Background: an optimization exercise with open tools, aiming at small area, a short achievable clock period and few clock cycles per item. Do not read the settings as production practice. In this exercise RTL edits were held to simulation tests only and were not proved equivalent to the original. The flow treats the clock pin as an ideal source, which a real chip does not have.

[flow/config.mk]
export PLATFORM = sky130hd
export DESIGN_NAME = hdu_top
export DESIGN_NICKNAME = hdu_top
export VERILOG_FILES = /design/flow/design.v
export SDC_FILE = /design/flow/constraint.sdc
export NUM_CORES = 4
export LEC_CHECK = 0
export ABC_AREA = 1
export ABC_CLOCK_PERIOD_IN_PS = 9000
export CAP_MARGIN = 20
export CORE_MARGIN = 2
export CORE_UTILIZATION = 40
export SLEW_MARGIN = 20
[flow/constraint.sdc]
create_clock -name core_clock -period 44.0 [get_ports {clk}]
set_input_delay 8.8000 -clock core_clock [delete_from_list [all_inputs] [get_ports {clk}]]
set_output_delay 8.8000 -clock core_clock [all_outputs]
set_load 0.01 [all_outputs]
[flow/design.v]
module hdu_popcount32 (
    input  wire [31:0] v,
    output wire [5:0]  w,
    output wire [31:0] t,
    output wire [3:0]  a,
    output wire [3:0]  b
);
    wire f1_s = v[23] ^ v[28] ^ v[8];
    wire f1_c = (v[23] & v[28]) | (v[23] & v[8]) | (v[28] & v[8]);
    wire f2_s = v[16] ^ v[20] ^ v[24];
    wire f2_c = (v[16] & v[20]) | (v[16] & v[24]) | (v[20] & v[24]);
    wire f3_s = v[0] ^ v[12] ^ v[27];
    wire f3_c = (v[0] & v[12]) | (v[0] & v[27]) | (v[12] & v[27]);
    wire f4_s = v[4] ^ f1_s ^ f3_s;
    wire f4_c = (v[4] & f1_s) | (v[4] & f3_s) | (f1_s & f3_s);
    wire f5_s = f1_c ^ f3_c ^ f4_c;
    wire f5_c = (f1_c & f3_c) | (f1_c & f4_c) | (f3_c & f4_c);
    wire f6_s = v[11] ^ v[17] ^ f2_s;
    wire f6_c = (v[11] & v[17]) | (v[11] & f2_s) | (v[17] & f2_s);
    wire f7_s = v[15] ^ v[22] ^ v[3];
    wire f7_c = (v[15] & v[22]) | (v[15] & v[3]) | (v[22] & v[3]);
    wire f8_s = v[19] ^ v[26] ^ v[7];
    wire f8_c = (v[19] & v[26]) | (v[19] & v[7]) | (v[26] & v[7]);
    wire f9_s = v[20] ^ v[4] ^ f7_s;
    wire f9_c = (v[20] & v[4]) | (v[20] & f7_s) | (v[4] & f7_s);
    wire f10_s = v[13] ^ v[4] ^ v[6];
    wire f10_c = (v[13] & v[4]) | (v[13] & v[6]) | (v[4] & v[6]);
    wire f11_s = v[18] ^ v[5] ^ f4_s;
    wire f11_c = (v[18] & v[5]) | (v[18] & f4_s) | (v[5] & f4_s);
    wire f12_s = v[13] ^ v[14] ^ v[21];
    wire f12_c = (v[13] & v[14]) | (v[13] & v[21]) | (v[14] & v[21]);
    wire f13_s = v[1] ^ v[2] ^ v[9];
    wire f13_c = (v[1] & v[2]) | (v[1] & v[9]) | (v[2] & v[9]);
    wire f14_s = v[25] ^ v[6] ^ f6_s;
    wire f14_c = (v[25] & v[6]) | (v[25] & f6_s) | (v[6] & f6_s);
    wire f15_s = v[3] ^ v[5] ^ v[8];
    wire f15_c = (v[3] & v[5]) | (v[3] & v[8]) | (v[5] & v[8]);
    wire f16_s = f2_c ^ f14_c ^ f6_c;
    wire f16_c = (f2_c & f14_c) | (f2_c & f6_c) | (f14_c & f6_c);
    wire f17_s = v[29] ^ v[30] ^ f11_s;
    wire f17_c = (v[29] & v[30]) | (v[29] & f11_s) | (v[30] & f11_s);
    wire f18_s = v[11] ^ v[2] ^ v[7];
    wire f18_c = (v[11] & v[2]) | (v[11] & v[7]) | (v[2] & v[7]);
    wire f19_s = v[10] ^ v[12] ^ v[9];
    wire f19_c = (v[10] & v[12]) | (v[10] & v[9]) | (v[12] & v[9]);
    wire f20_s = f11_c ^ f17_c ^ f5_s;
    wire f20_c = (f11_c & f17_c) | (f11_c & f5_s) | (f17_c & f5_s);
    wire f21_s = v[1] ^ v[14] ^ v[24];
    wire f21_c = (v[1] & v[14]) | (v[1] & v[24]) | (v[14] & v[24]);
    wire f22_s = v[25] ^ f4_s ^ f8_s;
    wire f22_c = (v[25] & f4_s) | (v[25] & f8_s) | (f4_s & f8_s);
    wire h23_s = f21_s ^ f22_s;
    wire h23_c = f21_s & f22_s;
    wire f24_s = f5_s ^ f8_c ^ f21_c;
    wire f24_c = (f5_s & f8_c) | (f5_s & f21_c) | (f8_c & f21_c);
    wire f25_s = f22_c ^ h23_c ^ f24_s;
    wire f25_c = (f22_c & h23_c) | (f22_c & f24_s) | (h23_c & f24_s);
    wire f26_s = f5_c ^ f24_c ^ f25_c;
    wire f26_c = (f5_c & f24_c) | (f5_c & f25_c) | (f24_c & f25_c);
    wire f27_s = v[0] ^ v[10] ^ v[19];
    wire f27_c = (v[0] & v[10]) | (v[0] & v[19]) | (v[10] & v[19]);
    wire f28_s = v[21] ^ v[24] ^ v[29];
    wire f28_c = (v[21] & v[24]) | (v[21] & v[29]) | (v[24] & v[29]);
    wire f29_s = f1_s ^ f9_s ^ f27_s;
    wire f29_c = (f1_s & f9_s) | (f1_s & f27_s) | (f9_s & f27_s);
    wire h30_s = f28_s ^ f29_s;
    wire h30_c = f28_s & f29_s;
    wire f31_s = f1_c ^ f7_c ^ f9_c;
    wire f31_c = (f1_c & f7_c) | (f1_c & f9_c) | (f7_c & f9_c);
    wire f32_s = f27_c ^ f28_c ^ f29_c;
    wire f32_c = (f27_c & f28_c) | (f27_c & f29_c) | (f28_c & f29_c);
    wire f33_s = h30_c ^ f31_s ^ f32_s;
    wire f33_c = (h30_c & f31_s) | (h30_c & f32_s) | (f31_s & f32_s);
    wire f34_s = f31_c ^ f32_c ^ f33_c;
    wire f34_c = (f31_c & f32_c) | (f31_c & f33_c) | (f32_c & f33_c);
    wire f35_s = v[0] ^ v[4] ^ v[15];
    wire f35_c = (v[0] & v[4]) | (v[0] & v[15]) | (v[4] & v[15]);
    wire f36_s = v[18] ^ v[19] ^ v[28];
    wire f36_c = (v[18] & v[19]) | (v[18] & v[28]) | (v[19] & v[28]);
    wire f37_s = f14_s ^ f35_s ^ f36_s;
    wire f37_c = (f14_s & f35_s) | (f14_s & f36_s) | (f35_s & f36_s);
    wire f38_s = f16_s ^ f35_c ^ f36_c;
    wire f38_c = (f16_s & f35_c) | (f16_s & f36_c) | (f35_c & f36_c);
    wire h39_s = f37_c ^ f38_s;
    wire h39_c = f37_c & f38_s;
    wire f40_s = f16_c ^ f38_c ^ h39_c;
    wire f40_c = (f16_c & f38_c) | (f16_c & h39_c) | (f38_c & h39_c);
    wire f41_s = v[15] ^ v[28] ^ f2_s;
    wire f41_c = (v[15] & v[28]) | (v[15] & f2_s) | (v[28] & f2_s);
    wire f42_s = f3_s ^ f12_s ^ f18_s;
    wire f42_c = (f3_s & f12_s) | (f3_s & f18_s) | (f12_s & f18_s);
    wire h43_s = f41_s ^ f42_s;
    wire h43_c = f41_s & f42_s;
    wire f44_s = f2_c ^ f3_c ^ f12_c;
    wire f44_c = (f2_c & f3_c) | (f2_c & f12_c) | (f3_c & f12_c);
    wire f45_s = f18_c ^ f41_c ^ f42_c;
    wire f45_c = (f18_c & f41_c) | (f18_c & f42_c) | (f41_c & f42_c);
    wire f46_s = h43_c ^ f44_s ^ f45_s;
    wire f46_c = (h43_c & f44_s) | (h43_c & f45_s) | (f44_s & f45_s);
    wire f47_s = f44_c ^ f45_c ^ f46_c;
    wire f47_c = (f44_c & f45_c) | (f44_c & f46_c) | (f45_c & f46_c);
    wire f48_s = v[3] ^ v[7] ^ v[30];
    wire f48_c = (v[3] & v[7]) | (v[3] & v[30]) | (v[7] & v[30]);
    wire f49_s = f1_s ^ f6_s ^ f19_s;
    wire f49_c = (f1_s & f6_s) | (f1_s & f19_s) | (f6_s & f19_s);
    wire h50_s = f48_s ^ f49_s;
    wire h50_c = f48_s & f49_s;
    wire f51_s = f1_c ^ f2_c ^ f6_c;
    wire f51_c = (f1_c & f2_c) | (f1_c & f6_c) | (f2_c & f6_c);
    wire f52_s = f19_c ^ f48_c ^ f49_c;
    wire f52_c = (f19_c & f48_c) | (f19_c & f49_c) | (f48_c & f49_c);
    wire f53_s = h50_c ^ f51_s ^ f52_s;
    wire f53_c = (h50_c & f51_s) | (h50_c & f52_s) | (f51_s & f52_s);
    wire f54_s = f51_c ^ f52_c ^ f53_c;
    wire f54_c = (f51_c & f52_c) | (f51_c & f53_c) | (f52_c & f53_c);
    wire f55_s = v[12] ^ f2_s ^ f8_s;
    wire f55_c = (v[12] & f2_s) | (v[12] & f8_s) | (f2_s & f8_s);
    wire f56_s = f10_s ^ f15_s ^ f55_s;
    wire f56_c = (f10_s & f15_s) | (f10_s & f55_s) | (f15_s & f55_s);
    wire f57_s = f2_c ^ f8_c ^ f10_c;
    wire f57_c = (f2_c & f8_c) | (f2_c & f10_c) | (f8_c & f10_c);
    wire f58_s = f15_c ^ f55_c ^ f56_c;
    wire f58_c = (f15_c & f55_c) | (f15_c & f56_c) | (f55_c & f56_c);
    wire h59_s = f57_s ^ f58_s;
    wire h59_c = f57_s & f58_s;
    wire f60_s = f57_c ^ f58_c ^ h59_c;
    wire f60_c = (f57_c & f58_c) | (f57_c & h59_c) | (f58_c & h59_c);
    wire f61_s = v[8] ^ v[16] ^ f3_s;
    wire f61_c = (v[8] & v[16]) | (v[8] & f3_s) | (v[16] & f3_s);
    wire f62_s = f9_s ^ f13_s ^ f61_s;
    wire f62_c = (f9_s & f13_s) | (f9_s & f61_s) | (f13_s & f61_s);
    wire f63_s = f3_c ^ f7_c ^ f9_c;
    wire f63_c = (f3_c & f7_c) | (f3_c & f9_c) | (f7_c & f9_c);
    wire f64_s = f13_c ^ f61_c ^ f62_c;
    wire f64_c = (f13_c & f61_c) | (f13_c & f62_c) | (f61_c & f62_c);
    wire h65_s = f63_s ^ f64_s;
    wire h65_c = f63_s & f64_s;
    wire f66_s = f63_c ^ f64_c ^ h65_c;
    wire f66_c = (f63_c & f64_c) | (f63_c & h65_c) | (f64_c & h65_c);
    wire f67_s = v[11] ^ v[16] ^ f17_s;
    wire f67_c = (v[11] & v[16]) | (v[11] & f17_s) | (v[16] & f17_s);
    wire h68_s = f20_s ^ f67_c;
    wire h68_c = f20_s & f67_c;
    wire f69_s = f5_c ^ f20_c ^ h68_c;
    wire f69_c = (f5_c & f20_c) | (f5_c & h68_c) | (f20_c & h68_c);
    wire f70_s = v[10] ^ v[31] ^ f7_s;
    wire f70_c = (v[10] & v[31]) | (v[10] & f7_s) | (v[31] & f7_s);
    wire f71_s = f8_s ^ f12_s ^ f13_s;
    wire f71_c = (f8_s & f12_s) | (f8_s & f13_s) | (f12_s & f13_s);
    wire f72_s = f14_s ^ f17_s ^ f70_s;
    wire f72_c = (f14_s & f17_s) | (f14_s & f70_s) | (f17_s & f70_s);
    wire h73_s = f71_s ^ f72_s;
    wire h73_c = f71_s & f72_s;
    wire f74_s = f7_c ^ f8_c ^ f12_c;
    wire f74_c = (f7_c & f8_c) | (f7_c & f12_c) | (f8_c & f12_c);
    wire f75_s = f13_c ^ f16_s ^ f20_s;
    wire f75_c = (f13_c & f16_s) | (f13_c & f20_s) | (f16_s & f20_s);
    wire f76_s = f70_c ^ f71_c ^ f72_c;
    wire f76_c = (f70_c & f71_c) | (f70_c & f72_c) | (f71_c & f72_c);
    wire f77_s = h73_c ^ f74_s ^ f75_s;
    wire f77_c = (h73_c & f74_s) | (h73_c & f75_s) | (f74_s & f75_s);
    wire h78_s = f76_s ^ f77_s;
    wire h78_c = f76_s & f77_s;
    wire f79_s = f5_c ^ f16_c ^ f20_c;
    wire f79_c = (f5_c & f16_c) | (f5_c & f20_c) | (f16_c & f20_c);
    wire f80_s = f74_c ^ f75_c ^ f76_c;
    wire f80_c = (f74_c & f75_c) | (f74_c & f76_c) | (f75_c & f76_c);
    wire f81_s = f77_c ^ h78_c ^ f79_s;
    wire f81_c = (f77_c & h78_c) | (f77_c & f79_s) | (h78_c & f79_s);
    wire h82_s = f80_s ^ f81_s;
    wire h82_c = f80_s & f81_s;
    wire f83_s = f79_c ^ f80_c ^ f81_c;
    wire f83_c = (f79_c & f80_c) | (f79_c & f81_c) | (f80_c & f81_c);
    wire h84_s = h82_c ^ f83_s;
    wire h84_c = h82_c & f83_s;
    wire h85_s = f83_c ^ h84_c;
    wire h85_c = f83_c & h84_c;
    wire f86_s = v[0] ^ v[1] ^ f15_s;
    wire f86_c = (v[0] & v[1]) | (v[0] & f15_s) | (v[1] & f15_s);
    wire h87_s = f18_s ^ f86_s;
    wire h87_c = f18_s & f86_s;
    wire f88_s = f15_c ^ f18_c ^ f86_c;
    wire f88_c = (f15_c & f18_c) | (f15_c & f86_c) | (f18_c & f86_c);
    wire h89_s = h87_c ^ f88_s;
    wire h89_c = h87_c & f88_s;
    wire h90_s = f88_c ^ h89_c;
    wire h90_c = f88_c & h89_c;
    wire f91_s = v[14] ^ f10_s ^ f19_s;
    wire f91_c = (v[14] & f10_s) | (v[14] & f19_s) | (f10_s & f19_s);
    wire f92_s = f10_c ^ f19_c ^ f91_c;
    wire f92_c = (f10_c & f19_c) | (f10_c & f91_c) | (f19_c & f91_c);
    assign w = {h85_c, h85_s, h84_s, h82_s, h78_s, h73_s};
    assign t = {f69_c, f69_s, h68_s, f67_s, f66_c, f66_s, h65_s, f62_s, f60_c, f60_s, h59_s, f56_s, f54_c, f54_s, f53_s, h50_s, f47_c, f47_s, f46_s, h43_s, f40_c, f40_s, h39_s, f37_s, f34_c, f34_s, f33_s, h30_s, f26_c, f26_s, f25_s, h23_s};
    assign a = {h90_c, h90_s, h89_s, h87_s};
    assign b = {1'b0, f92_c, f92_s, f91_s};
endmodule
module hdu_top (
    input  wire        clk,
    input  wire        rst,         
    input  wire        in_valid,
    output wire        in_ready,
    input  wire [31:0] in_cmd,
    input  wire [31:0] in_opa,
    input  wire [31:0] in_opb,
    output reg         out_valid,
    output wire [31:0] out_result,
    output wire [31:0] out_status
);
    localparam [2:0] OP_HD  = 3'd1;
    localparam [2:0] OP_CFG = 3'd2;
    localparam [2:0] OP_ENC = 3'd3;
    localparam [2:0] OP_DEC = 3'd4;
    localparam [2:0] C_ILLEGAL   = 3'd1;
    localparam [2:0] C_BAD_MOD   = 3'd2;
    localparam [2:0] C_BAD_THR   = 3'd3;
    localparam [2:0] C_NOT_CFG   = 3'd4;
    localparam [2:0] C_SYM_RANGE = 3'd5;
    assign in_ready = 1'b1;
    reg        s1_valid;
    reg        s1_ok;           
    reg [2:0]  s1_op;           
    reg [31:0] s1_x;            
    reg [5:0]  s1_b;            
    reg        s1_bz;           
    wire hd_sel = (in_cmd[3:0] == 4'd1);
    always @(posedge clk) begin
        if (rst) s1_valid <= 1'b0;
        else     s1_valid <= in_valid;
        s1_ok <= (in_cmd[31:3] == 29'd0);
        s1_op <= in_cmd[2:0];
        s1_x  <= in_opa ^ (in_opb & {32{hd_sel}});
        s1_b  <= in_opb[5:0];
        s1_bz <= (in_opb[31:6] == 26'd0);
    end
    reg        cfg_valid;
    reg        cfg_mod;
    reg [5:0]  cfg_thresh;
    reg        hit;
    reg        fault;
    reg [2:0]  cause;
    reg [30:0] result;          
    assign out_result = {1'b0, result};
    assign out_status = {fault, 12'd0, cause, 2'd0, cfg_thresh, 5'd0,
                         cfg_mod, cfg_valid, hit};
    wire [31:0] c = s1_x;
    wire [5:0]  wc;             
    wire [31:0] t;              
    wire [3:0]  bp0, bp1;       
    hdu_popcount32 u_pc (.v(c), .w(wc), .t(t), .a(bp0), .b(bp1));
    wire [3:0] t0 = t[3:0];
    wire [3:0] t1 = t[7:4];
    wire [3:0] t2 = t[11:8];
    wire [3:0] t3 = t[15:12];
    wire [3:0] t4 = t[19:16];
    wire [3:0] t5 = t[23:20];
    wire [3:0] t6 = t[27:24];
    wire [3:0] t7 = t[31:28];
    wire [7:0] tb0 = {t7[0], t6[0], t5[0], t4[0], t3[0], t2[0], t1[0], t0[0]};
    wire [7:0] tb1 = {t7[1], t6[1], t5[1], t4[1], t3[1], t2[1], t1[1], t0[1]};
    wire [7:0] tb2 = {t7[2], t6[2], t5[2], t4[2], t3[2], t2[2], t1[2], t0[2]};
    wire [7:0] tb3 = {t7[3], t6[3], t5[3], t4[3], t3[3], t2[3], t1[3], t0[3]};
    localparam [7:0] VLSB = 8'b11100100;
    wire [4:0] vmax, vmin;
    wire [7:0] cx4 = 8'hff, cn4 = 8'hff;
    assign vmax[4] = |(cx4 & tb3);
    wire [7:0] cx3 = cx4 & (tb3 | {8{~vmax[4]}});
    assign vmin[4] = ~|(cn4 & ~tb3);
    wire [7:0] cn3 = cn4 & (~tb3 | {8{vmin[4]}});
    assign vmax[3] = |(cx3 & tb2);
    wire [7:0] cx2 = cx3 & (tb2 | {8{~vmax[3]}});
    assign vmin[3] = ~|(cn3 & ~tb2);
    wire [7:0] cn2 = cn3 & (~tb2 | {8{vmin[3]}});
    assign vmax[2] = |(cx2 & tb1);
    wire [7:0] cx1 = cx2 & (tb1 | {8{~vmax[2]}});
    assign vmin[2] = ~|(cn2 & ~tb1);
    wire [7:0] cn1 = cn2 & (~tb1 | {8{vmin[2]}});
    assign vmax[1] = |(cx1 & tb0);
    wire [7:0] cx0 = cx1 & (tb0 | {8{~vmax[1]}});
    assign vmin[1] = ~|(cn1 & ~tb0);
    wire [7:0] cn0 = cn1 & (~tb0 | {8{vmin[1]}});
    assign vmax[0] = |(cx0 & VLSB);
    wire [7:0] cxf = cx0 & (VLSB | {8{~vmax[0]}});
    assign vmin[0] = ~|(cn0 & ~VLSB);
    wire [7:0] cnf = cn0 & (~VLSB | {8{vmin[0]}});
    function [2:0] first1;
        input [7:0] m;
        begin
            casez (m)
                8'b???????1: first1 = 3'd0;
                8'b??????10: first1 = 3'd1;
                8'b?????100: first1 = 3'd2;
                8'b????1000: first1 = 3'd3;
                8'b???10000: first1 = 3'd4;
                8'b??100000: first1 = 3'd5;
                8'b?1000000: first1 = 3'd6;
                default:     first1 = 3'd7;
            endcase
        end
    endfunction
    wire [2:0] kmax = first1(cxf);
    wire [2:0] kmin = first1(cnf);
    wire       bsel = (bp0 <= bp1);
    wire [4:0] vb   = bsel ? {bp1, 1'b1} : {bp0, 1'b0};
    wire [4:0] vsel = cfg_mod ? vmax : vb;
    wire [7:0] dh = {2'b00, cfg_thresh} + {3'b000, vsel} - {2'b00, wc} - (cfg_mod ? 8'd14 : 8'd8);
    wire [7:0] dl = {2'b00, cfg_thresh} + {2'b00, wc} - {3'b000, vmin} - 8'd17 - {6'd0, c[31], 1'b0};
    wire [7:0] dw = {1'b0, wc, 1'b0} - {3'b000, vmin} - {3'b000, vmax} - 8'd3 - {6'd0, c[31], 1'b0};
    wire       hit_hi = !dh[7];
    wire       hit_lo = cfg_mod && !dl[7];
    wire       lo_w   = !dw[7];
    wire       use_lo = hit_lo && lo_w;
    wire       dec_hit = hit_hi || hit_lo;
    wire [3:0] best_i = !cfg_mod ? {3'd0, bsel} : use_lo ? {1'b0, kmin} : {1'b1, kmax};
    wire [30:0] enc_chip;
    localparam [7:0] G0 = 8'h30;
    assign enc_chip[0] = cfg_mod ? (c[3] ^ G0[c[2:0]]) : (c[0] ^ 1'b1);
    localparam [7:0] G1 = 8'hbe;
    assign enc_chip[1] = cfg_mod ? (c[3] ^ G1[c[2:0]]) : (c[0] ^ 1'b1);
    localparam [7:0] G2 = 8'hb7;
    assign enc_chip[2] = cfg_mod ? (c[3] ^ G2[c[2:0]]) : (c[0] ^ 1'b1);
    localparam [7:0] G3 = 8'h8d;
    assign enc_chip[3] = cfg_mod ? (c[3] ^ G3[c[2:0]]) : (c[0] ^ 1'b1);
    localparam [7:0] G4 = 8'h18;
    assign enc_chip[4] = cfg_mod ? (c[3] ^ G4[c[2:0]]) : (c[0] ^ 1'b0);
    localparam [7:0] G5 = 8'h5f;
    assign enc_chip[5] = cfg_mod ? (c[3] ^ G5[c[2:0]]) : (c[0] ^ 1'b1);
    localparam [7:0] G6 = 8'hdb;
    assign enc_chip[6] = cfg_mod ? (c[3] ^ G6[c[2:0]]) : (c[0] ^ 1'b0);
    localparam [7:0] G7 = 8'hc6;
    assign enc_chip[7] = cfg_mod ? (c[3] ^ G7[c[2:0]]) : (c[0] ^ 1'b1);
    localparam [7:0] G8 = 8'h0c;
    assign enc_chip[8] = cfg_mod ? (c[3] ^ G8[c[2:0]]) : (c[0] ^ 1'b1);
    localparam [7:0] G9 = 8'haf;
    assign enc_chip[9] = cfg_mod ? (c[3] ^ G9[c[2:0]]) : (c[0] ^ 1'b0);
    localparam [7:0] G10 = 8'hed;
    assign enc_chip[10] = cfg_mod ? (c[3] ^ G10[c[2:0]]) : (c[0] ^ 1'b0);
    localparam [7:0] G11 = 8'h63;
    assign enc_chip[11] = cfg_mod ? (c[3] ^ G11[c[2:0]]) : (c[0] ^ 1'b1);
    localparam [7:0] G12 = 8'h06;
    assign enc_chip[12] = cfg_mod ? (c[3] ^ G12[c[2:0]]) : (c[0] ^ 1'b0);
    localparam [7:0] G13 = 8'hd7;
    assign enc_chip[13] = cfg_mod ? (c[3] ^ G13[c[2:0]]) : (c[0] ^ 1'b0);
    localparam [7:0] G14 = 8'hf6;
    assign enc_chip[14] = cfg_mod ? (c[3] ^ G14[c[2:0]]) : (c[0] ^ 1'b0);
    localparam [7:0] G15 = 8'hb1;
    assign enc_chip[15] = cfg_mod & (c[3] ^ G15[c[2:0]]);
    localparam [7:0] G16 = 8'h03;
    assign enc_chip[16] = cfg_mod & (c[3] ^ G16[c[2:0]]);
    localparam [7:0] G17 = 8'heb;
    assign enc_chip[17] = cfg_mod & (c[3] ^ G17[c[2:0]]);
    localparam [7:0] G18 = 8'h7b;
    assign enc_chip[18] = cfg_mod & (c[3] ^ G18[c[2:0]]);
    localparam [7:0] G19 = 8'hd8;
    assign enc_chip[19] = cfg_mod & (c[3] ^ G19[c[2:0]]);
    localparam [7:0] G20 = 8'h81;
    assign enc_chip[20] = cfg_mod & (c[3] ^ G20[c[2:0]]);
    localparam [7:0] G21 = 8'hf5;
    assign enc_chip[21] = cfg_mod & (c[3] ^ G21[c[2:0]]);
    localparam [7:0] G22 = 8'hbd;
    assign enc_chip[22] = cfg_mod & (c[3] ^ G22[c[2:0]]);
    localparam [7:0] G23 = 8'h6c;
    assign enc_chip[23] = cfg_mod & (c[3] ^ G23[c[2:0]]);
    localparam [7:0] G24 = 8'hc0;
    assign enc_chip[24] = cfg_mod & (c[3] ^ G24[c[2:0]]);
    localparam [7:0] G25 = 8'hfa;
    assign enc_chip[25] = cfg_mod & (c[3] ^ G25[c[2:0]]);
    localparam [7:0] G26 = 8'hde;
    assign enc_chip[26] = cfg_mod & (c[3] ^ G26[c[2:0]]);
    localparam [7:0] G27 = 8'h36;
    assign enc_chip[27] = cfg_mod & (c[3] ^ G27[c[2:0]]);
    localparam [7:0] G28 = 8'h60;
    assign enc_chip[28] = cfg_mod & (c[3] ^ G28[c[2:0]]);
    localparam [7:0] G29 = 8'h7d;
    assign enc_chip[29] = cfg_mod & (c[3] ^ G29[c[2:0]]);
    localparam [7:0] G30 = 8'h6f;
    assign enc_chip[30] = cfg_mod & (c[3] ^ G30[c[2:0]]);
    wire is_hd  = s1_ok && s1_op == OP_HD;
    wire is_cfg = s1_ok && s1_op == OP_CFG;
    wire is_enc = s1_ok && s1_op == OP_ENC;
    wire is_dec = s1_ok && s1_op == OP_DEC;
    wire z4 = (c[31:4] == 28'd0);
    wire z1 = z4 && (c[3:1] == 3'd0);
    wire cfg_mod_ok = z1;
    wire cfg_thr_ok = s1_bz && (c[0] ? (!s1_b[5] || s1_b[4:0] == 5'd0)
                                     : (s1_b[5:4] == 2'd0));
    wire enc_sym_ok = cfg_mod ? z4 : z1;
    always @(posedge clk) begin
        if (rst) begin
            cfg_valid  <= 1'b0;
            cfg_mod    <= 1'b0;
            cfg_thresh <= 6'd0;
            result     <= 31'd0;
            hit        <= 1'b0;
            fault      <= 1'b0;
            cause      <= 3'd0;
            out_valid  <= 1'b0;
        end else begin
            out_valid <= s1_valid;
            if (s1_valid && !fault) begin
                if (is_hd) begin
                    result <= {25'd0, wc};
                    hit    <= 1'b0;
                end else if (is_cfg) begin
                    if (!cfg_mod_ok) begin
                        fault <= 1'b1;
                        cause <= C_BAD_MOD;
                    end else if (!cfg_thr_ok) begin
                        fault <= 1'b1;
                        cause <= C_BAD_THR;
                    end else begin
                        cfg_valid  <= 1'b1;
                        cfg_mod    <= c[0];
                        cfg_thresh <= s1_b;
                        result     <= 31'd0;
                        hit        <= 1'b0;
                    end
                end else if (is_enc) begin
                    if (!cfg_valid) begin
                        fault <= 1'b1;
                        cause <= C_NOT_CFG;
                    end else if (!enc_sym_ok) begin
                        fault <= 1'b1;
                        cause <= C_SYM_RANGE;
                    end else begin
                        result  <= enc_chip;
                        hit     <= 1'b0;
                    end
                end else if (is_dec) begin
                    if (!cfg_valid) begin
                        fault <= 1'b1;
                        cause <= C_NOT_CFG;
                    end else begin
                        result <= dec_hit ? {27'd0, best_i} : 31'd0;
                        hit    <= dec_hit;
                    end
                end else begin
                    fault <= 1'b1;
                    cause <= C_ILLEGAL;
                end
            end
        end
    end
endmodule
[flow/flow/run.sh]
#!/bin/bash
# The standard layout (standard.sh), with these changes to how the layout
# is made (constraints untouched):
#  - synthesis runs Yosys's synth with -noabc, so the full adders written in
#    the RTL reach extract_fa without the polarity changes abc -fast makes,
#    extract_fa takes full adders only, and the final ABC mapping uses an
#    area script (flow/synth_abc.tcl,
#    flow/abc_area_strong.script);
#  - ports are buffered with sky130_fd_sc_hd__buf_1;
#  - clock tree: larger sink clusters, small clock buffers, no dummy loads;
#  - before clock tree synthesis, the flip-flops that drive both an output
#    port and internal logic are sized up (flow/upsize_out_ffs.tcl);
#  - repair_timing over-fixes setup by the margin in flow/margin.txt.
set -o pipefail
export SETUP_SLACK_MARGIN=$(cat flow/margin.txt)
export BUFFER_PORTS_ARGS="-buffer_cell sky130_fd_sc_hd__buf_1"
export PRE_CTS_TCL=$PWD/flow/upsize_out_ffs.tcl
export CTS_ARGS="-sink_clustering_enable -repair_clock_nets -dont_use_dummy_load -sink_clustering_size 24 -sink_clustering_max_diameter 60 -buf_list {sky130_fd_sc_hd__clkbuf_4 sky130_fd_sc_hd__clkbuf_8} -root_buf sky130_fd_sc_hd__clkbuf_8"
sed "s|@WORK@|$PWD|g" flow/synth_abc.tcl > synth_abc.tcl
bash standard.sh SYNTH_ARGS=-noabc SYNTH_SCRIPT=$PWD/synth_abc.tcl finish > standard.log 2>&1
[flow/flow/abc_area_strong.script]
strash
dch -f
map -a
mfs2
strash
dch -f
map -a
mfs2
strash
dch -f
map -a
topo
dnsize -c
[flow/flow/margin.txt]
34.45
[flow/flow/synth_abc.tcl]
# The standard flow's synthesis script (synth_recipe.tcl in the work folder), run with two
# changes: extract_fa extracts full adders only (half adders are left to ABC,
# which absorbs their inversions), and Yosys's abc call maps with
# flow/abc_area_strong.script instead of the script ORFS picks.  Everything else, including the synth wrapper that
# skips the fsm and share passes, the flattening and the renaming, is
# synth_recipe.tcl's own text.
set fh [open @WORK@/synth_recipe.tcl]; set bsrc [read $fh]; close $fh
set fh [open $::env(SCRIPTS_DIR)/synth.tcl]; set ssrc [read $fh]; close $fh
set old {log_cmd abc {*}$abc_args}
if {[string first $old $ssrc] < 0} { error "synth_abc.tcl: abc call not found in synth.tcl" }
set ssrc [string map [list $old {log_cmd abc -script @WORK@/flow/abc_area_strong.script {*}[lrange $abc_args 2 end]}] $ssrc]
set old {extract_fa {*}[dont_use_extract_fa_args]}
if {[string first $old $ssrc] < 0} { error "synth_abc.tcl: extract_fa call not found in synth.tcl" }
set ssrc [string map [list $old {extract_fa -fa}] $ssrc]
set line {source $::env(SCRIPTS_DIR)/synth.tcl}
if {[string first $line $bsrc] < 0} { error "synth_abc.tcl: synth.tcl not sourced by synth_recipe.tcl" }
set fh [open @WORK@/synth_patched.tcl w]; puts $fh $ssrc; close $fh
set bsrc [string map [list $line "source @WORK@/synth_patched.tcl"] $bsrc]
eval $bsrc
[flow/flow/upsize_out_ffs.tcl]
# Size up the flip-flops that drive an output port's buffer and also logic
# inside the design (three or more loads; eight or more get the larger
# size): their clock-to-output delay, slowed by that load, is the longest
# path to the outputs.
set ups {}
set ups4 {}
foreach p [get_ports {out_*}] {
  foreach inst [get_fanin -to $p -startpoints_only -only_cells] {
    if {[catch {set ref [get_name [get_lib_cells -of_objects $inst]]}]} { continue }
    if {$ref ne "sky130_fd_sc_hd__dfxtp_1"} { continue }
    set name [get_full_name $inst]
    set loads [get_pins -of_objects [get_nets -of_objects [get_pins $name/Q]] -filter "direction==input"]
    if {[llength $loads] >= 8} {
      lappend ups4 $name
    } elseif {[llength $loads] >= 3} {
      lappend ups $name
    }
  }
}
foreach i [lsort -unique $ups] {
  replace_cell [get_cells $i] sky130_fd_sc_hd__dfxtp_2
  puts "upsized $i to dfxtp_2"
}
foreach i [lsort -unique $ups4] {
  replace_cell [get_cells $i] sky130_fd_sc_hd__dfxtp_4
  puts "upsized $i to dfxtp_4"
}
[flow/standard.sh]
#!/bin/bash
# synth_recipe.tcl (not shown) runs the flow's synth.tcl, then flattens the netlist and writes it again
# the make line also repeats each setting of config.mk as NAME=value (left out here)
make -C /OpenROAD-flow-scripts/flow DESIGN_CONFIG=/design/flow/config.mk WORK_HOME=/design/flow/orfs CLKGATE_MAP_FILE= SYNTH_SCRIPT=/design/flow/synth_recipe.tcl "${@:-finish}"
==> impl_metrics.env, run 1 <==
export IMPL_antenna_found_initial=0
export IMPL_crit_chain="buf_6"
export IMPL_regToRegSetupSlack_ns=35.10
export IMPL_synth_seq_cells=89
export IMPL_critPathRequiredTime_ns=35.20
export IMPL_cp_start_kind="flop"
export IMPL_die_w_um=139
export IMPL_syn_inst=900
export IMPL_final_common_cell="nor2_1"
export IMPL_slowest_stage="dfxtp_4"
export IMPL_n_fill_cell=1818
export IMPL_final_layout_size_suffix_gt1_share_pct=14.6
export IMPL_cp_data_arrival_time_ns=0.87
export IMPL_coreArea_sq_mm=0.0179
export IMPL_grt_ovfl_total=0
export IMPL_cts_tree="yes"
export IMPL_ctsHoldBuffers=0
export IMPL_gp_congestion=0.933
export IMPL_slew_viol_final=0
export IMPL_ios=165
export IMPL_grt_usage_pct=22.9
export IMPL_crit_family="flip-flops"
export IMPL_synth_edff_count=0
export IMPL_synthesis_area_sq_mm=0.00727
export IMPL_drt_initial_drc_count=554
export IMPL_clk_latency_ns=0.38
export IMPL_final_cell_count_no_fill=1314
export IMPL_hold_start="s1_valid$_SDFF_PP0_"
export IMPL_synth_area_leaders="fa_1 (26%), dfxtp_1 (25%), nor2_1 (7.7%)"
export IMPL_route_vias_total=6955
export IMPL_post_dp_hpwl_mm=18.2
export IMPL_crit_buf_inv=1
export IMPL_hold_depth=2
export IMPL_clock_sinks=89
export IMPL_finalSetupTns_ns=0
export IMPL_yosys_area_top_type="fa_1"
export IMPL_place_area_sq_mm=0.00805
export IMPL_final_cell_mix="nor2_1 (142), nand2_1 (121), buf_1 (98)"
export IMPL_ant_nets=0
export IMPL_slew_headroom_pct=45.1
export IMPL_crit_fanout=2
export IMPL_path_clk_slew_ns=0.09
export IMPL_grt_pass1_vias=6695
export IMPL_rr_worst_depth=41
export IMPL_fmax_mhz=103
export IMPL_post_route_period_util_pct=22.0
export IMPL_final_setup_skew_ns=0.0328
export IMPL_setup_viol=0
export IMPL_rsz0062_at_grt="yes"
export IMPL_timing_rr_end="result[2]$_SDFFE_PP0P_"
export IMPL_ys_flop_type="dfxtp_1"
export IMPL_setup_worst_path_class="reg -> out"
export IMPL_worstMarginPinSlew_ns=0.820
export IMPL_drt_first_pass_iters=6
export IMPL_totalWireLength_mm=21.9
export IMPL_min_period_ns=9.67
export IMPL_place_inst=1273
export IMPL_yosys_warnings=1
export IMPL_critPathMaxStageDelay_ns=0.37
export IMPL_synth_top_area_share_pct=25.6
export IMPL_grt_max_degree=33
export IMPL_avgSynthCellArea_sq_um=8.08
export IMPL_end_kind="output port"
export IMPL_viasPerCell=5.29
export IMPL_max_cap_violations=0
export IMPL_wl_per_cell_um=16.6
export IMPL_worstReg2RegStart="s1_x[16]$_DFF_P_"
export IMPL_hold_path_end="out_valid$_SDFF_PP0_"
export IMPL_drcViolationCount=0
export IMPL_start_util_pct=40.6
export IMPL_grt_pass1_wl_mm=34.9
export IMPL_area_growth_pct=22.0
export IMPL_multiInputGateArea_sq_mm=0.00507
export IMPL_cts_made_buffers=9
export IMPL_ys_async_sr_fraction_pct=0
export IMPL_hold_path_class="reg -> reg"
export IMPL_synth_distinct_cells=32
export IMPL_path_depth=1
export IMPL_diodes=0
export IMPL_fin_nets=1279
export IMPL_dieArea_sq_mm=0.0193
export IMPL_seq_area_sq_mm=0.00185
export IMPL_io_buffers=143
export IMPL_rows=49
export IMPL_postLayoutCellArea_sq_mm=0.00887
export IMPL_status="finished clean"
export IMPL_ys_seq_area_share_pct=24.5
export IMPL_fp_dieH_um=139
export IMPL_final_hold_violation_count=0
-- area by class of cell --
| cell class | instances | area share (%) |
|---|---|---|
| Tap cell | 229 | 3.23 |
| Multi-Input combinational cell | 707 | 57.2 |
| Sequential cell | 89 | 20.8 |
| Clock buffer | 9 | 1.40 |
| Inverter | 98 | 4.16 |
| Timing Repair Buffer | 182 | 13.2 |
-- cell families after synthesis --
logic type	share of synthesized area (%)
fa+ha+maj	25.6
other cells	0.103
simple gates	19.2
compound gates	16.9
xor+xnor	6.02
buf+inv	7.64
flops	24.5
-- metal layers --
layer / track usage (%) / share of wire (%)
met5: 0 / 0
met4: 8.61 / 2.8
met3: 4.66 / 7.8
met2: 35.9 / 45
met1: 31.6 / 44
-- cells in the mapped netlist, types with 2 or more instances --
cell and instances:
fa_1 93, nand4_1 5, o2111ai_1 5, clkinv_1 98, xnor2_1 34, o21bai_1 2, nand3_1 13, nor4_1 23
conb_1 2, o22ai_1 8, buf_4 25, or2_2 4, a211oi_1 6, dfxtp_1 89, o211ai_1 9, xor2_1 16
nand2_1 121, a22oi_1 29, o221ai_1 6, o21ai_0 62, a31oi_1 5, a21oi_1 69, nor2_1 149, and2_1 8
nor3_1 12
-- worst max path at each step --
stage	from	end	slack, ns
after floorplan	in_cmd[3]	s1_x[0]$_DFF_P_	33.90
after global placement	rst	cfg_thresh[2]$_SDFFE_PP0P_	33.88
after detailed placement	rst	cfg_thresh[2]$_SDFFE_PP0P_	33.86
after CTS	cfg_mod$_SDFFE_PP0P_	out_status[2]	34.28
after global routing	cfg_thresh[3]$_SDFFE_PP0P_	out_status[11]	34.31
final	cfg_thresh[3]$_SDFFE_PP0P_	out_status[11]	34.33
-- sequential cells by signal, summed over array words and instances (netlist names), 3 cells and up --
register	flops
cause	3
cfg_thresh	6
result	31
s1_b	6
s1_op	3
s1_x	32
-- repair_timing --
item / CTS / global route
gates resized for setup: 131 / 27
buffers inserted: 21 / 11
endpoints found under the setup margin: 60 / 82
pin swaps: 0 / 5
endpoints found under the hold margin: 0 / 0
-- per-stage QoR --
stage	hold WS [ns]	util [%]	worst slack, ns
2_1_floorplan	0.398	-	33.90
3_3_place_gp	0.406	45.0	33.88
3_5_place_dp	0.407	45.0	33.86
4_1_cts	0.420	48.7	34.28
5_1_grt	0.441	49.6	34.31
6_report	0.419	49.6	34.33
Testbench counts, summed over its fixed seeds: cycles 16,016, items 16,000.
==> inputs of run 2 (changes only) <==
==> flow/flow/abc_area_strong.script (replaced) <==
strash
dch -f
map -a
mfs2
strash
dch -f
map -a
topo
dnsize -c
==> flow/flow/margin.txt (replaced) <==
34.0
==> run 2 against run 1 <==
Non-clock buffer count is 31 lower; sequential cell count stayed put; core utilization is 3.4 points lower; global-route usage is 0.71 points lower; fmax is 2.4% lower; clock skew is 0.0030 ns lower; synthesized area is 1.2% higher; worst setup slack worse by 0.23 ns; highest routed layer unchanged.
==> impl_metrics.env, run 2 <==
export IMPL_final_common_cell="buf_1"
export IMPL_setup_viol=0
export IMPL_timing_rr_end="result[1]$_SDFFE_PP0P_"
export IMPL_wl_per_cell_um=16.4
export IMPL_top_layer_used="met4"
export IMPL_biggestRegsByFlops="s1_x x32, result x31"
export IMPL_crit_family="flip-flops"
export IMPL_grt_pass1_vias=6542
export IMPL_rows=49
export IMPL_fin_nets=1264
export IMPL_start_util_pct=40.8
export IMPL_regToRegSetupSlack_ns=34.69
export IMPL_regMostFlops="s1_x"
export IMPL_area_growth_pct=13.0
export IMPL_coreArea_sq_mm=0.0180
export IMPL_slew_viol_final=0
export IMPL_cp_startpoint="cfg_mod$_SDFFE_PP0P_"
export IMPL_hold_path_class="reg -> reg"
export IMPL_min_period_ns=9.90
export IMPL_antenna_found_initial=0
export IMPL_ant_nets=0
export IMPL_setup_worst_path_class="reg -> out"
export IMPL_post_route_period_util_pct=22.5
export IMPL_final_layout_size_suffix_gt1_share_pct=4.11
export IMPL_largest_reg_flops=32
export IMPL_synth_common_cells="nand2_1 (137), nor2_1 (124), clkinv_1 (108), fa_1 (93), dfxtp_1 (89)"
export IMPL_gp_congestion=1.01
export IMPL_worstReg2RegStart="s1_x[0]$_DFF_P_"
export IMPL_critPathRequiredTime_ns=35.20
export IMPL_synth_area_leaders="fa_1 (25%), dfxtp_1 (24%), nand2_1 (7.0%)"
export IMPL_clk_latency_ns=0.38
export IMPL_ctsHoldBuffers=0
export IMPL_die_w_um=140
export IMPL_crit_chain="buf_1"
export IMPL_avgSynthCellArea_sq_um=8.03
export IMPL_route_vias_total=6773
export IMPL_grt_max_degree=36
export IMPL_yosys_warnings=1
export IMPL_drt_initial_drc_count=429
export IMPL_ys_async_sr_fraction_pct=0
export IMPL_rr_worst_depth=37
export IMPL_cts_tree="yes"
export IMPL_synth_most_common_cell="nand2_1"
export IMPL_synth_top_area_share_pct=25.3
export IMPL_grt_pass1_wl_mm=34.3
export IMPL_drt_first_pass_iters=7
export IMPL_post_dp_hpwl_mm=17.9
export IMPL_critPathMaxStageDelay_ns=0.53
export IMPL_wl_met1_mm=9.93
export IMPL_yosys_area_top_type="fa_1"
export IMPL_max_cap_violations=0
export IMPL_end_kind="output port"
export IMPL_clock_sinks=89
export IMPL_cts_made_buffers=9
export IMPL_synthesis_area_sq_mm=0.00736
export IMPL_ys_flop_type="dfxtp_1"
export IMPL_grt_usage_pct=22.2
export IMPL_rsz0062_at_grt="no"
export IMPL_io_buffers=143
export IMPL_synth_edff_count=0
export IMPL_path_depth=1
export IMPL_wl_met2_mm=9.53
export IMPL_fmax_mhz=101
export IMPL_ios=165
export IMPL_final_cell_mix="buf_1 (143), nand2_1 (137), nor2_1 (118)"
export IMPL_synth_seq_cells=89
export IMPL_fp_dieH_um=140
export IMPL_worstMarginPinSlew_ns=1.13
export IMPL_ys_seq_area_share_pct=24.2
export IMPL_grt_ovfl_total=0
export IMPL_viasPerCell=5.21
export IMPL_cp_data_arrival_time_ns=1.10
export IMPL_slowest_stage="dfxtp_4"
export IMPL_diodes=0
export IMPL_slew_headroom_pct=24.2
export IMPL_crit_fanout=17
export IMPL_totalWireLength_mm=21.3
export IMPL_synth_distinct_cells=41
export IMPL_dieArea_sq_mm=0.0195
export IMPL_crit_buf_inv=1
export IMPL_drcViolationCount=0
export IMPL_syn_inst=916
export IMPL_final_hold_violation_count=0
export IMPL_cp_start_kind="flop"
export IMPL_finalSetupTns_ns=0
export IMPL_wl_met3_mm=1.41
export IMPL_status="finished clean"
export IMPL_path_clk_slew_ns=0.10
export IMPL_crit_end="out_status[2]"
export IMPL_final_setup_skew_ns=0.0297
==> run 2: layout make-up <==
cell class,instances,area [sq um]
clock buffer,9,124
sequential,89,1800
fill,1881,9710
timing repair buffer,151,597
inverter,108,405
tap,229,287
multi-input combinational,713,5100
==> run 2: how the worst min path moves through the flow <==
| stage | from | to | depth (start not counted) |
|---|---|---|---|
| 6_report | s1_valid$_SDFF_PP0_ | out_valid$_SDFF_PP0_ | 2 |
| 5_1_grt | s1_valid$_SDFF_PP0_ | out_valid$_SDFF_PP0_ | 2 |
| 4_1_cts | s1_valid$_SDFF_PP0_ | out_valid$_SDFF_PP0_ | 2 |
| 3_5_place_dp | s1_valid$_SDFF_PP0_ | out_valid$_SDFF_PP0_ | 2 |
| 3_3_place_gp | s1_valid$_SDFF_PP0_ | out_valid$_SDFF_PP0_ | 2 |
| 2_1_floorplan | s1_valid$_SDFF_PP0_ | out_valid$_SDFF_PP0_ | 2 |
==> run 2: kinds of logic (layout without fill, tap and decap cells) <==
logic type / Yosys count / after routing / synth area share (%)
other cells: 2 / 21 / 0.102
xor+xnor: 47 / 47 / 5.60
compound gates: 213 / 213 / 17.1
buf+inv: 133 / 268 / 8.06
flops: 89 / 89 / 24.2
fa+ha+maj: 93 / 93 / 25.3
simple gates: 339 / 339 / 19.6
==> run 2: per-stage QoR <==
step	setup slack, ns	std cells	area, sq um	util, %	hold WS [ns]
after floorplan	33.90	935	7440	-	0.398
after global placement	33.94	1287	8120	45.1	0.409
after detailed placement	33.88	1287	8120	45.1	0.410
after CTS	34.08	1296	8260	45.8	0.422
after global routing	33.96	1299	8320	46.1	0.437
final	34.10	1299	8320	46.1	0.417
==> run 2: what timing repair did <==
action / CTS / global route
pin swaps: 0 / 3
resized for setup: 1 / 13
endpoints found under the setup margin: 3 / 5
cloned: 0 / 0
setup buffers: 0 / 3
==> run 2: layer usage <==
metal  track usage [%]  vias to the layer above
li1                  -                     3346
met5                 0                        -
met2              35.1                      270
met4              6.16                        0
met1              31.2                     3120
met3              4.47                       37
==> inputs of run 3 (changes only) <==
==> flow/flow/abc_area_strong.script (replaced) <==
strash
dch -f
map -a
mfs2
strash
dch -f
map -a
mfs2
strash
dch -f
map -a
topo
dnsize -c
==> run 3 against run 2 <==
Critical endpoint is now cfg_thresh[1]$_SDFFE_PP0P_; cell area fell by 1.2%; clock skew fell by 0.0028 ns; worst hold slack got worse by 0.00092 ns; sequential cell count did not move; first-iteration DRC count rose by 12%.
==> impl_metrics.env, run 3 <==
export IMPL_wl_per_cell_um=16.6
export IMPL_hold_path_end="out_valid$_SDFF_PP0_"
export IMPL_synth_top_area_share_pct=25.6
export IMPL_clock_sinks=89
export IMPL_ant_nets=0
export IMPL_cp_start_kind="input pin"
export IMPL_multiInputGateArea_sq_mm=0.00505
export IMPL_yosys_area_top_type="fa_1"
export IMPL_syn_inst=900
export IMPL_totalWireLength_mm=21.3
export IMPL_critPathRequiredTime_ns=44.25
export IMPL_fp_dieH_um=139
export IMPL_grt_usage_pct=22.3
export IMPL_grt_ovfl_total=0
export IMPL_grt_pass1_wl_mm=34.1
export IMPL_worstMarginPinSlew_ns=1.02
export IMPL_use_met3_pct=4.45
export IMPL_cts_made_buffers=9
export IMPL_regMostFlops="s1_x"
export IMPL_final_setup_skew_ns=0.0269
export IMPL_ios=165
export IMPL_synth_common_cells="nor2_1 (149), nand2_1 (121), clkinv_1 (98), fa_1 (93), dfxtp_1 (89)"
export IMPL_fin_nets=1247
export IMPL_diodes=0
export IMPL_viasPerCell=5.21
export IMPL_avgSynthCellArea_sq_um=8.08
export IMPL_largest_reg_flops=32
export IMPL_setup_worst_path_class="in -> reg"
export IMPL_final_layout_size_suffix_gt1_share_pct=3.70
export IMPL_ys_async_sr_fraction_pct=0
export IMPL_synth_distinct_cells=32
export IMPL_n_fill_cell=1804
export IMPL_rsz0062_at_grt="no"
export IMPL_timing_rr_end="result[1]$_SDFFE_PP0P_"
export IMPL_drcViolationCount=0
export IMPL_ctsHoldBuffers=0
export IMPL_cts_tree="yes"
export IMPL_dieArea_sq_mm=0.0193
export IMPL_setup_viol=0
export IMPL_fmax_mhz=102
export IMPL_io_buffers=143
export IMPL_grt_pass1_vias=6391
export IMPL_synth_most_common_cell="nor2_1"
export IMPL_post_route_period_util_pct=22.3
export IMPL_finalSetupTns_ns=0
export IMPL_slew_headroom_pct=31.8
export IMPL_drt_first_pass_iters=6
export IMPL_end_kind="flop"
export IMPL_rr_worst_depth=36
export IMPL_synthesis_area_sq_mm=0.00727
export IMPL_grtUsageMet2_pct=34.2
export IMPL_antenna_found_initial=0
export IMPL_final_cell_mix="nor2_1 (143), buf_1 (143), nand2_1 (121)"
export IMPL_route_vias_total=6680
export IMPL_busiest_layer="met2"
export IMPL_grt_max_degree=35
export IMPL_regToRegSetupSlack_ns=34.70
export IMPL_hold_start="s1_valid$_SDFF_PP0_"
export IMPL_min_period_ns=9.83
export IMPL_rows=49
export IMPL_synth_edff_count=0
export IMPL_slew_viol_final=0
export IMPL_cp_data_arrival_time_ns=10.07
export IMPL_seq_area_sq_mm=0.00180
export IMPL_start_util_pct=40.6
export IMPL_hold_depth=2
export IMPL_ys_flop_type="dfxtp_1"
export IMPL_final_hold_violation_count=0
export IMPL_status="finished clean"
export IMPL_worstReg2RegStart="s1_x[8]$_DFF_P_"
export IMPL_yosys_warnings=1
export IMPL_synth_seq_cells=89
export IMPL_synth_area_leaders="fa_1 (26%), dfxtp_1 (25%), nor2_1 (7.7%)"
export IMPL_biggestRegsByFlops="s1_x x32, result x31"
export IMPL_post_dp_hpwl_mm=17.9
export IMPL_hold_path_class="reg -> reg"
export IMPL_drt_initial_drc_count=479
export IMPL_gp_congestion=0.972
export IMPL_crit_fanout=32
export IMPL_max_cap_violations=0
export IMPL_use_met1_pct=31.8
export IMPL_path_clk_slew_ns=0.09
export IMPL_coreArea_sq_mm=0.0179
export IMPL_area_growth_pct=13.0
export IMPL_die_w_um=139
export IMPL_clk_latency_ns=0.37
export IMPL_ys_seq_area_share_pct=24.5
==> run 3: area by class of cell <==
class | instances | area share [%]
Tap cell | 229 | 3.49
Clock buffer | 9 | 1.51
Sequential cell | 89 | 21.9
Timing Repair Buffer | 150 | 7.17
Multi-Input combinational cell | 707 | 61.5
Inverter | 98 | 4.48
==> run 3: stage by stage <==
step / hold slack [ns] / util [%] / instance area, sq um / std cells / setup slack [ns]
floorplan: 0.398 / - / 7360 / 919 / 33.90
detailed placement: 0.405 / 44.9 / 8040 / 1271 / 33.85
finish: 0.416 / 45.9 / 8220 / 1282 / 34.17
global placement: 0.404 / 44.9 / 8040 / 1271 / 33.88
CTS: 0.418 / 45.6 / 8170 / 1280 / 34.13
global route: 0.450 / 45.9 / 8220 / 1282 / 34.05
==> run 3: cells by family after synthesis <==
family / Yosys count / share of synthesized area, %
adder cells (fa/ha/maj): 93 / 25.6
XOR/XNOR: 50 / 6.02
AND/OR/NAND/NOR: 336 / 19.2
buffers and inverters: 123 / 7.64
flip-flops: 89 / 24.5
other: 2 / 0.103
AO/OA/AOI/OAI: 207 / 16.9
==> run 3: worst max-delay path by stage <==
stage | startpoint | end | slack, ns | depth (start not counted)
floorplan | in_cmd[3] | s1_x[0]$_DFF_P_ | 33.90 | 3
finish | rst | cfg_thresh[1]$_SDFFE_PP0P_ | 34.17 | 5
detailed placement | rst | cfg_thresh[1]$_SDFFE_PP0P_ | 33.85 | 5
CTS | s1_x[0]$_DFF_P_ | result[1]$_SDFFE_PP0P_ | 34.13 | 41
global placement | rst | cfg_thresh[1]$_SDFFE_PP0P_ | 33.88 | 5
global route | s1_x[16]$_DFF_P_ | result[1]$_SDFFE_PP0P_ | 34.05 | 43
==> run 3: routing by layer <==
metal | part of all wire [%] | wire (um)
met1 | 47 | 9980
met2 | 44 | 9350
met3 | 7.1 | 1510
met4 | 2.4 | 502
met5 | 0 | 0
==> run 3: critical path: stages <==
cell and delay [ns]:
buf_1 0.06, buf_4 0.32, clkinv_1 0.48, o21ai_0 0.31, a21oi_1 0.08
==> run 3: what timing repair did <==
item                                   4_1_cts  5_1_grt
endpoints found under the hold margin        0        0
resized for setup                            0       12
buffers inserted                             0        2
setup endpoints to repair                    0        5
==> inputs of run 4 (changes only) <==
==> flow/flow/margin.txt (replaced) <==
34.25
==> run 4 against run 3 <==
Still clean; clock skew about the same; sequential cell count is the same; register-to-register slack gained 0.19 ns; critical path depth shrank 4; count of clock-buffer cells in the layout unchanged; via count up 1.8%; synthesized area unchanged; highest routed layer unchanged.
==> impl_metrics.env, run 4 <==
export IMPL_status="finished clean"
export IMPL_coreArea_sq_mm=0.0179
export IMPL_die_w_um=139
export IMPL_final_setup_skew_ns=0.0271
export IMPL_grt_pass1_vias=6390
export IMPL_ctsHoldBuffers=0
export IMPL_crit_buf_inv=1
export IMPL_final_layout_size_suffix_gt1_share_pct=5.21
export IMPL_grt_usage_pct=22.3
export IMPL_yosys_warnings=1
export IMPL_synth_area_leaders="fa_1 (26%), dfxtp_1 (25%), nor2_1 (7.7%)"
export IMPL_clock_sinks=89
export IMPL_io_buffers=143
export IMPL_synth_distinct_cells=32
export IMPL_syn_inst=900
export IMPL_ys_seq_area_share_pct=24.5
export IMPL_n_fill_cell=1805
export IMPL_drt_initial_drc_count=469
export IMPL_yosys_area_top_type="fa_1"
export IMPL_max_cap_violations=0
export IMPL_post_dp_hpwl_mm=17.9
export IMPL_route_vias_total=6797
export IMPL_synth_edff_count=0
export IMPL_fp_dieH_um=139
export IMPL_final_hold_violation_count=0
export IMPL_min_period_ns=9.70
export IMPL_slew_viol_final=0
export IMPL_cp_data_arrival_time_ns=0.90
export IMPL_grt_max_degree=35
export IMPL_hold_path_class="reg -> reg"
export IMPL_ys_async_sr_fraction_pct=0
export IMPL_fin_nets=1249
export IMPL_critPathMaxStageDelay_ns=0.39
export IMPL_rows=49
export IMPL_slowest_stage="dfxtp_4"
export IMPL_synth_common_cells="nor2_1 (149), nand2_1 (121), clkinv_1 (98), fa_1 (93), dfxtp_1 (89)"
export IMPL_setup_viol=0
export IMPL_ys_flop_type="dfxtp_1"
export IMPL_seq_area_sq_mm=0.00181
export IMPL_rsz0062_at_grt="no"
export IMPL_synthesis_area_sq_mm=0.00727
export IMPL_dieArea_sq_mm=0.0193
export IMPL_setup_worst_path_class="reg -> out"
export IMPL_viasPerCell=5.29
export IMPL_drt_first_pass_iters=6
export IMPL_critPathRequiredTime_ns=35.20
export IMPL_worstMarginPinSlew_ns=1.03
export IMPL_slew_headroom_pct=30.9
export IMPL_start_util_pct=40.6
export IMPL_grt_ovfl_total=0
export IMPL_cts_made_buffers=9
export IMPL_cts_tree="yes"
export IMPL_path_clk_slew_ns=0.09
export IMPL_regMostFlops="s1_x"
export IMPL_cp_start_kind="flop"
export IMPL_final_common_cell="nor2_1"
export IMPL_antenna_found_initial=0
export IMPL_totalWireLength_mm=21.4
export IMPL_ios=165
export IMPL_synth_top_area_share_pct=25.6
export IMPL_crit_family="flip-flops"
export IMPL_end_kind="output port"
export IMPL_multiInputGateArea_sq_mm=0.00506
export IMPL_biggestRegsByFlops="s1_x x32, result x31"
export IMPL_post_route_period_util_pct=22.0
export IMPL_grt_pass1_wl_mm=34.1
export IMPL_gp_congestion=0.972
export IMPL_area_growth_pct=13.7
export IMPL_finalSetupTns_ns=0
export IMPL_largest_reg_flops=32
export IMPL_clk_latency_ns=0.37
export IMPL_diodes=0
export IMPL_fmax_mhz=103
export IMPL_crit_fanout=5
export IMPL_drcViolationCount=0
export IMPL_synth_seq_cells=89
export IMPL_wl_per_cell_um=16.6
export IMPL_synth_most_common_cell="nor2_1"
export IMPL_crit_chain="buf_4"
export IMPL_ant_nets=0
export IMPL_avgSynthCellArea_sq_um=8.08
export IMPL_final_cell_mix="nor2_1 (143), buf_1 (135), nand2_1 (121)"
## run 4: cell count changes in the layout (fill, tap and decap cells not counted), sizes merged
cell      change
inv           +2
clkinv        -3
clkinvlp      +1
clkbuf        +4
buf           -2
## run 4: layout make-up
cell class	instances	area share, %
multi-input cells	707	61.2
flip-flops and latches	89	21.8
repair buffers	152	7.46
inverters	98	4.49
well taps	229	3.47
clock buffers	9	1.50
## run 4: timing repair
action | in CTS | in global routing
endpoints found under the setup margin | 10 | 23
resized for setup | 8 | 24
gates cloned | 0 | 0
setup buffers | 0 | 4
pin swaps | 0 | 2
## run 4: logic make-up after synthesis
| logic type | after synthesis | synth area share (%) |
|---|---|---|
| xor+xnor | 50 | 6.02 |
| fa+ha+maj | 93 | 25.6 |
| compound gates | 207 | 16.9 |
| buf+inv | 123 | 7.64 |
| other cells | 2 | 0.103 |
| simple gates | 336 | 19.2 |
| flops | 89 | 24.5 |
## run 4: stage by stage
| stage | instance area (sq um) | hold slack, ns | cells | setup WS [ns] | utilization [%] |
|---|---|---|---|---|---|
| floorplan | 7360 | 0.398 | 919 | 33.90 | - |
| detailed placement | 8040 | 0.405 | 1271 | 33.85 | 44.9 |
| CTS | 8190 | 0.418 | 1280 | 34.25 | 45.8 |
| finish | 8270 | 0.416 | 1284 | 34.30 | 46.2 |
| global placement | 8040 | 0.404 | 1271 | 33.88 | 44.9 |
| global route | 8270 | 0.450 | 1284 | 34.23 | 46.2 |
## run 4: path summary, 6_finish.rpt
| path | depth (start not counted) | slack (ns) | startpoint | end |
|---|---|---|---|---|
| worst max-delay path | 1 | 34.30 | cfg_thresh[4]$_SDFFE_PP0P_ | out_status[12] |
| worst min-delay path | 2 | 0.42 | s1_valid$_SDFF_PP0_ | out_valid$_SDFF_PP0_ |
| worst max register to register | 36 | 34.89 | s1_x[8]$_DFF_P_ | result[1]$_SDFFE_PP0P_ |
| worst min register to register | 2 | 0.42 | s1_valid$_SDFF_PP0_ | out_valid$_SDFF_PP0_ |
## run 4: worst register-to-register path, delay by kind of cell (launching register included)
kind	cells	cell delay [ns]
xor gates and xnor gates	1	0.24
buffers and inverters	4	0.57
DFF	1	0.54
AOI/OAI and AO/OA	11	1.89
adders and majority gates	8	3.79
and+or+nand+nor	12	1.96
## run 4: routing by layer
| layer | vias to the layer above | share of wire [%] | wire, um | GRT usage [%] |
|---|---|---|---|---|
| met5 | - | 0 | 0 | 0 |
| met4 | 0 | 2.5 | 525 | 7.34 |
| met3 | 42 | 7.6 | 1620 | 4.45 |
| met2 | 325 | 44 | 9360 | 34.2 |
| met1 | 3136 | 46 | 9880 | 31.8 |
| li1 | 3294 | - | - | - |
==> inputs of run 5 (changes only) <==
==> flow/flow/abc_area_strong.script (replaced) <==
strash
dch -f
map -a
mfs2
strash
dch -f
map -a
topo
dnsize -c
==> flow/flow/margin.txt (replaced) <==
34.3
--- a/flow/flow/upsize_out_ffs.tcl
+++ b/flow/flow/upsize_out_ffs.tcl
@@ -7,7 +7,7 @@
 foreach p [get_ports {out_*}] {
   foreach inst [get_fanin -to $p -startpoints_only -only_cells] {
     if {[catch {set ref [get_name [get_lib_cells -of_objects $inst]]}]} { continue }
-    if {$ref ne "sky130_fd_sc_hd__dfxtp_1"} { continue }
+    if {$ref ne "sky130_fd_sc_hd__dfxtp_1" && $ref ne "sky130_fd_sc_hd__dfxtp_2"} { continue }
     set name [get_full_name $inst]
     set loads [get_pins -of_objects [get_nets -of_objects [get_pins $name/Q]] -filter "direction==input"]
     if {[llength $loads] >= 8} {
==> run 5 against run 4 <==
Still clean; sequential cell count is the same; critical path depth unchanged; register-to-register slack got worse by 0.07 ns; sequential share of layout area decreased by 0.40 points; synthesized area is 1.2% higher; critical path type unchanged; highest routed layer unchanged.
==> impl_metrics.env, run 5 <==
export IMPL_cp_data_arrival_time_ns=0.90
export IMPL_post_route_period_util_pct=22.0
export IMPL_grt_usage_pct=22.3
export IMPL_drt_first_pass_iters=5
export IMPL_grt_pass1_vias=6583
export IMPL_status="finished clean"
export IMPL_slew_headroom_pct=22.1
export IMPL_worstMarginPinSlew_ns=1.16
export IMPL_route_vias_total=6868
export IMPL_synth_top_area_share_pct=25.3
export IMPL_crit_fanout=4
export IMPL_dieArea_sq_mm=0.0195
export IMPL_rows=49
export IMPL_post_dp_hpwl_mm=17.9
export IMPL_crit_buf_inv=1
export IMPL_synth_area_leaders="fa_1 (25%), dfxtp_1 (24%), nand2_1 (7.0%)"
export IMPL_rsz0062_at_grt="yes"
export IMPL_top_layer_used="met4"
export IMPL_clk_latency_ns=0.38
export IMPL_fin_nets=1274
export IMPL_syn_inst=916
export IMPL_die_w_um=140
export IMPL_start_util_pct=40.8
export IMPL_rr_worst_depth=36
export IMPL_ys_flop_type="dfxtp_1"
export IMPL_wl_met2_mm=9.74
export IMPL_crit_family="flip-flops"
export IMPL_avgSynthCellArea_sq_um=8.03
export IMPL_largest_reg_flops=32
export IMPL_worstReg2RegStart="s1_x[0]$_DFF_P_"
export IMPL_io_buffers=143
export IMPL_yosys_area_top_type="fa_1"
export IMPL_critPathMaxStageDelay_ns=0.40
export IMPL_regMostFlops="s1_x"
export IMPL_synth_distinct_cells=41
export IMPL_final_layout_size_suffix_gt1_share_pct=9.72
export IMPL_crit_chain="buf_6"
export IMPL_area_growth_pct=15.8
export IMPL_final_hold_violation_count=0
export IMPL_hold_path_class="reg -> reg"
export IMPL_totalWireLength_mm=21.6
export IMPL_wl_per_cell_um=16.5
export IMPL_max_cap_violations=0
export IMPL_diodes=0
export IMPL_end_kind="output port"
export IMPL_post_route_worst_setup_slack_ns=34.30
export IMPL_drcViolationCount=0
export IMPL_grt_pass1_wl_mm=34.5
export IMPL_cp_start_kind="flop"
export IMPL_ios=165
export IMPL_final_common_cell="nand2_1"
export IMPL_final_cell_mix="nand2_1 (137), nor2_1 (117), clkinv_1 (105), buf_1 (105), fa_1 (92)"
export IMPL_biggestRegsByFlops="s1_x x32, result x31"
export IMPL_grt_max_degree=36
export IMPL_synth_edff_count=0
export IMPL_ant_nets=0
export IMPL_viasPerCell=5.25
export IMPL_ys_seq_area_share_pct=24.2
export IMPL_place_worst_setup_slack_ns=33.88
export IMPL_gp_congestion=1.01
export IMPL_regToRegSetupSlack_ns=34.82
export IMPL_setup_viol=0
export IMPL_fp_dieH_um=140
export IMPL_wl_met3_mm=1.40
export IMPL_clock_sinks=89
==> run 5: cell type report <==
class | count | area [sq um]
timing repair buffer | 161 | 763
tap | 229 | 287
multi-input combinational | 713 | 5110
inverter | 108 | 410
fill | 1854 | 9500
clock buffer | 9 | 124
sequential | 89 | 1830
==> run 5: worst min path at each step <==
stage	start	end	slack (ns)	cells after the start
3_3_place_gp	s1_valid$_SDFF_PP0_	out_valid$_SDFF_PP0_	0.41	2
4_1_cts	s1_valid$_SDFF_PP0_	out_valid$_SDFF_PP0_	0.42	2
2_1_floorplan	s1_valid$_SDFF_PP0_	out_valid$_SDFF_PP0_	0.40	2
3_5_place_dp	s1_valid$_SDFF_PP0_	out_valid$_SDFF_PP0_	0.41	2
5_1_grt	s1_valid$_SDFF_PP0_	out_valid$_SDFF_PP0_	0.44	2
6_report	s1_valid$_SDFF_PP0_	out_valid$_SDFF_PP0_	0.42	2
==> run 5: timing repair <==
| item | CTS | global route |
|---|---|---|
| pin swaps | 0 | 5 |
| setup endpoints to repair | 25 | 41 |
| gates resized for setup | 32 | 51 |
| setup buffers | 5 | 8 |
==> run 5: per-layer routing <==
layer  GRT usage [%]  vias up
met1            31.4     3197
met5               0        -
met3            4.34       32
met2            35.4      279
met4            6.26        0
li1                -     3360
==> run 5: kinds of logic (layout without fill, tap and decap cells) <==
logic type | Yosys count | in the layout | synth area share, %
compound gates | 213 | 213 | 17.1
xor+xnor | 47 | 47 | 5.60
fa+ha+maj | 93 | 93 | 25.3
buf+inv | 133 | 278 | 8.06
flops | 89 | 89 | 24.2
other cells | 2 | 21 | 0.102
simple gates | 339 | 339 | 19.6
==> run 5: metrics by stage <==
stage	area [sq um]	cells	utilization [%]
after floorplan	7440	935	-
after global placement	8120	1287	45.1
after detailed placement	8120	1287	45.1
after CTS	8360	1301	46.4
after global routing	8520	1309	47.3
final	8520	1309	47.3

## static timing again, ports no longer ideal
No port has a modelled driver above. Below, the same layouts with a new extraction and two added sets of constraints.
Step 1 (the two cells are an assumption about what drives the block):
set clk [get_ports {clk}]
set_driving_cell -lib_cell sky130_fd_sc_hd__clkbuf_16 $clk
set_driving_cell -lib_cell sky130_fd_sc_hd__buf_2 [delete_from_list [all_inputs] $clk]
Step 2 also shifts input and output timing later by t, the mid clock arrival at the registers, as if the neighbouring blocks saw the same clock.
Three values: ideal, step 1, step 2; two values: the first two.
run | t, ns | slack for setup (ns) | latest minus earliest clock arrival (ns)
run 1 | 0.396 | 34.333 / 34.295 / 34.139 | 0.033 / 0.033
run 2 | 0.405 | 34.100 / 34.060 / 33.985 | 0.029 / 0.030
run 3 | 0.399 | 34.173 / 34.169 / 33.791 | 0.027 / 0.027
run 4 | 0.398 | 34.301 / 34.260 / 33.948 | 0.027 / 0.027
run 5 | 0.402 | 34.304 / 34.265 / 34.049 | 0.030 / 0.030
After both steps every run listed still meets setup and hold. The setup slack of run 3, which loses most, moves by -0.004 ns with the drivers and by -0.382 ns with both steps.
